Background: an optimization exercise with open tools, aiming at small area, a short achievable clock period and few clock cycles. Do not read the settings as production practice. In this exercise RTL edits were held to simulation tests only and were not proved equivalent to the original. No activity file was given, so power comes from the tool's default toggle rates.

Setup of rev 12:
==> flow/design.v (excerpt) <==
module pse_query (
    input  wire               clk,
    input  wire               rst,
    input  wire               start,
    input  wire [2:0]         op,
    input  wire signed [31:0] qx0,
    input  wire signed [31:0] qy0,
    input  wire signed [31:0] qx1,
    input  wire signed [31:0] qy1,
    input  wire [12:0]        tab_w,
    input  wire [12:0]        tab_h,
    output wire               ready,
    output reg                done,
    output reg                fault,
    output reg  [31:0]        res_u32,
    output wire [63:0]        res_f64,
    output reg  [11:0]        rect_x0,
    output reg  [11:0]        rect_y0,
    output reg  [11:0]        rect_x1,
    output reg  [11:0]        rect_y1,
    output reg                mem_req,
    output reg                mem_tab,
    output reg  [23:0]        mem_addr,
    input  wire [31:0]        mem_rdata
);
For scale: about 910 flip-flops, about 0.081 mm2 of cells after synthesis.
==> flow/config.mk <==
export PLATFORM = sky130hd
export DESIGN_NAME = pse_query
export DESIGN_NICKNAME = pse_query
export VERILOG_FILES = /design/flow/design.v
export SDC_FILE = /design/flow/constraint.sdc
export NUM_CORES = 4
export LEC_CHECK = 0
export CAP_MARGIN = 20
export CORE_MARGIN = 2
export CORE_UTILIZATION = 40
export SETUP_SLACK_MARGIN = 5
export SLEW_MARGIN = 20
==> flow/constraint.sdc <==
create_clock -name core_clock -period 12.0 [get_ports {clk}]
set_input_delay 2.4000 -clock core_clock [delete_from_list [all_inputs] [get_ports {clk}]]
set_output_delay 2.4000 -clock core_clock [all_outputs]
set_load 0.01 [all_outputs]
run.sh (not shown) runs the stock make flow with config.mk's settings and CLKGATE_MAP_FILE= SYNTH_SCRIPT=/design/flow/synth_recipe.tcl, a recipe that flattens the netlist after the stock synthesis.
Final checks on rev 12, whose flow otherwise completed, came back failing, citing antenna rules.
Testbench counts of rev 12, summed over its fixed seeds: cycles 34,997.
Setup changes, rev 12 to rev 13
Settings: setting TNS_END_PERCENT to 0 for the first time.
Notes after the runs:
Looking at worst slew margin relative to its limit across both flows, rev 13 is the stronger of the two, with rev 12 trailing. Transition at the pin with the smallest max-transition slack was lower in the run labelled rev 13. Wire length per cell in rev 13 is about 0.8% below rev 12. Rev 13 reached the final stage; the timing, DRC and antenna checks on its layout passed. The higher number of buffers inserted to repair setup after CTS came out of rev 12.

========
## v36
pse_query, a different RTL version from the one above (not shown whole).
Size in the first run: about 9100 cells after synthesis, about 370 I/O pins.
clock: 12.0 ns
lec_check: 0
cap_margin: 20
core_margin: 2
core_utilization: 40
setup_slack_margin: 5
slew_margin: 20
v36 went all the way through the flow, and no timing, DRC or antenna check failed.
Testbench counts of v36, summed over its fixed seeds: cycles 33,890.
Setup changes, v36 to v12
-- flow/config.mk --
<<< v36, line 8
export CAP_MARGIN = 20
export CORE_MARGIN = 2
export CORE_UTILIZATION = 40
export SETUP_SLACK_MARGIN = 5
export SLEW_MARGIN = 20
>>> v12, line 8
export CAP_MARGIN = 20
export CORE_MARGIN = 2
export CORE_UTILIZATION = 55
export CTS_BUF_LIST = sky130_fd_sc_hd__clkbuf_8
export SETUP_SLACK_MARGIN = 5
export SLEW_MARGIN = 20
--- outcome ---
- Looking at detailed-route wire length across v36 and v12, the one that comes out higher is v36.
- Diff v36 and v12: combinational power lower in v36
- Going from v36 to v12, instance area at placement dropped 1.1%, total via count in the routed design closely matched the old numbers, post-CTS setup-driven buffer insertion count moved down, clock skew ~0 delta.
- Re final cell count: v36 and v12 aren't equal, and the lower value belongs to v12.
- Per the comparison of v12 with v36, number of vias per cell shows an increase of 6.4%, transition time of the tightest slew-check pin higher.

========
pse_query, a different RTL version from the one above (not shown whole).
Size in the first run: ~0.084 mm² of cells after synthesis.
clock: 12.0 ns
lec_check: 0
abc_clock_period_in_ps: 5000
cap_margin: 20
core_margin: 2
core_utilization: 40
setup_slack_margin: 5
slew_margin: 20
Testbench counts at the start, summed over its fixed seeds: cycles 37,901.
==> next run, changes <==
- ABC_CLOCK_PERIOD_IN_PS: 5000 -> default
The new run passed the timing, DRC and antenna checks. Power does not change. Cell area does not change. Die area is unchanged.

========
## the previous run
pse_query, a different RTL version from the one above (not shown whole).
Size: ~970 flip-flops, ~370 I/O pins.
==> flow/config.mk <==
export PLATFORM = sky130hd
export DESIGN_NAME = pse_query
export DESIGN_NICKNAME = pse_query
export VERILOG_FILES = /design/flow/design.v
export SDC_FILE = /design/flow/constraint.sdc
export NUM_CORES = 4
export LEC_CHECK = 0
export CAP_MARGIN = 0
export CORE_MARGIN = 2
export CORE_UTILIZATION = 40
export SETUP_SLACK_MARGIN = 5
export SLEW_MARGIN = 0
==> flow/constraint.sdc <==
create_clock -name core_clock -period 12.0 [get_ports {clk}]
set_input_delay 2.4000 -clock core_clock [delete_from_list [all_inputs] [get_ports {clk}]]
set_output_delay 2.4000 -clock core_clock [all_outputs]
set_load 0.01 [all_outputs]
The previous run ran to completion and came out clean on the timing, DRC and antenna checks.
Testbench counts of the previous run, summed over its fixed seeds: cycles 34,915.
Here is what was changed in the inputs of the current run compared with the previous run.
- a change of SLEW_MARGIN from 0 to 20
- a change of CAP_MARGIN from 0 to 20
- The previous run → the current run: via count fell by about 0.55%, total of plain and repair buffers excluding clock buffers fell by 28.
- Going from the previous run to the current run, the number of cells upsized or downsized after cts was found to have gone down by about 4%.
- For global-route wire length before repair, the current run and the previous run come out practically identical.

[port drivers added, routing unchanged]
The results above use ideal ports. As a check the final layouts listed here were re-extracted and re-timed, cells and wires unchanged.
Step 1 sets driving cells, clkbuf_16 on the clock port and buf_2 on the other inputs (assumed; they add their load-dependent delay and slew).
Step 2 moves the port delays by t, midway between the first and last clock arrival at a register: inputs arrive t later, outputs are due t later. That takes back most of the time a late clock gives input paths.
Three values: no drivers, after step 1, after step 2; two values: the first two.
run	shift t [ns]	slack for setup (ns)	worst setup path at the end	worst register clock-pin slew, ns
rev 12	0.854	5.107 / 5.107 / 4.619	input to register	0.07 / 0.07
rev 13	0.839	4.883 / 4.809 / 4.201	input to register	0.07 / 0.07
v36	0.883	4.754 / 4.754 / 4.531	input to register	0.08 / 0.08
v12	1.005	4.678 / 4.678 / 4.416	input to register	0.08 / 0.08
the first run of note 3	0.859	4.867 / 4.867 / 4.350	input to register	0.07 / 0.07
the second run of note 3	0.859	4.867 / 4.867 / 4.350	input to register	0.07 / 0.07
the previous run	0.867	5.055 / 5.055 / 4.469	input to register	0.07 / 0.07
the current run	0.847	5.167 / 5.166 / 4.530	input to register	0.07 / 0.07
The setup slack of rev 13, which loses most, moves by -0.074 ns with the drivers and by -0.682 ns with both steps.
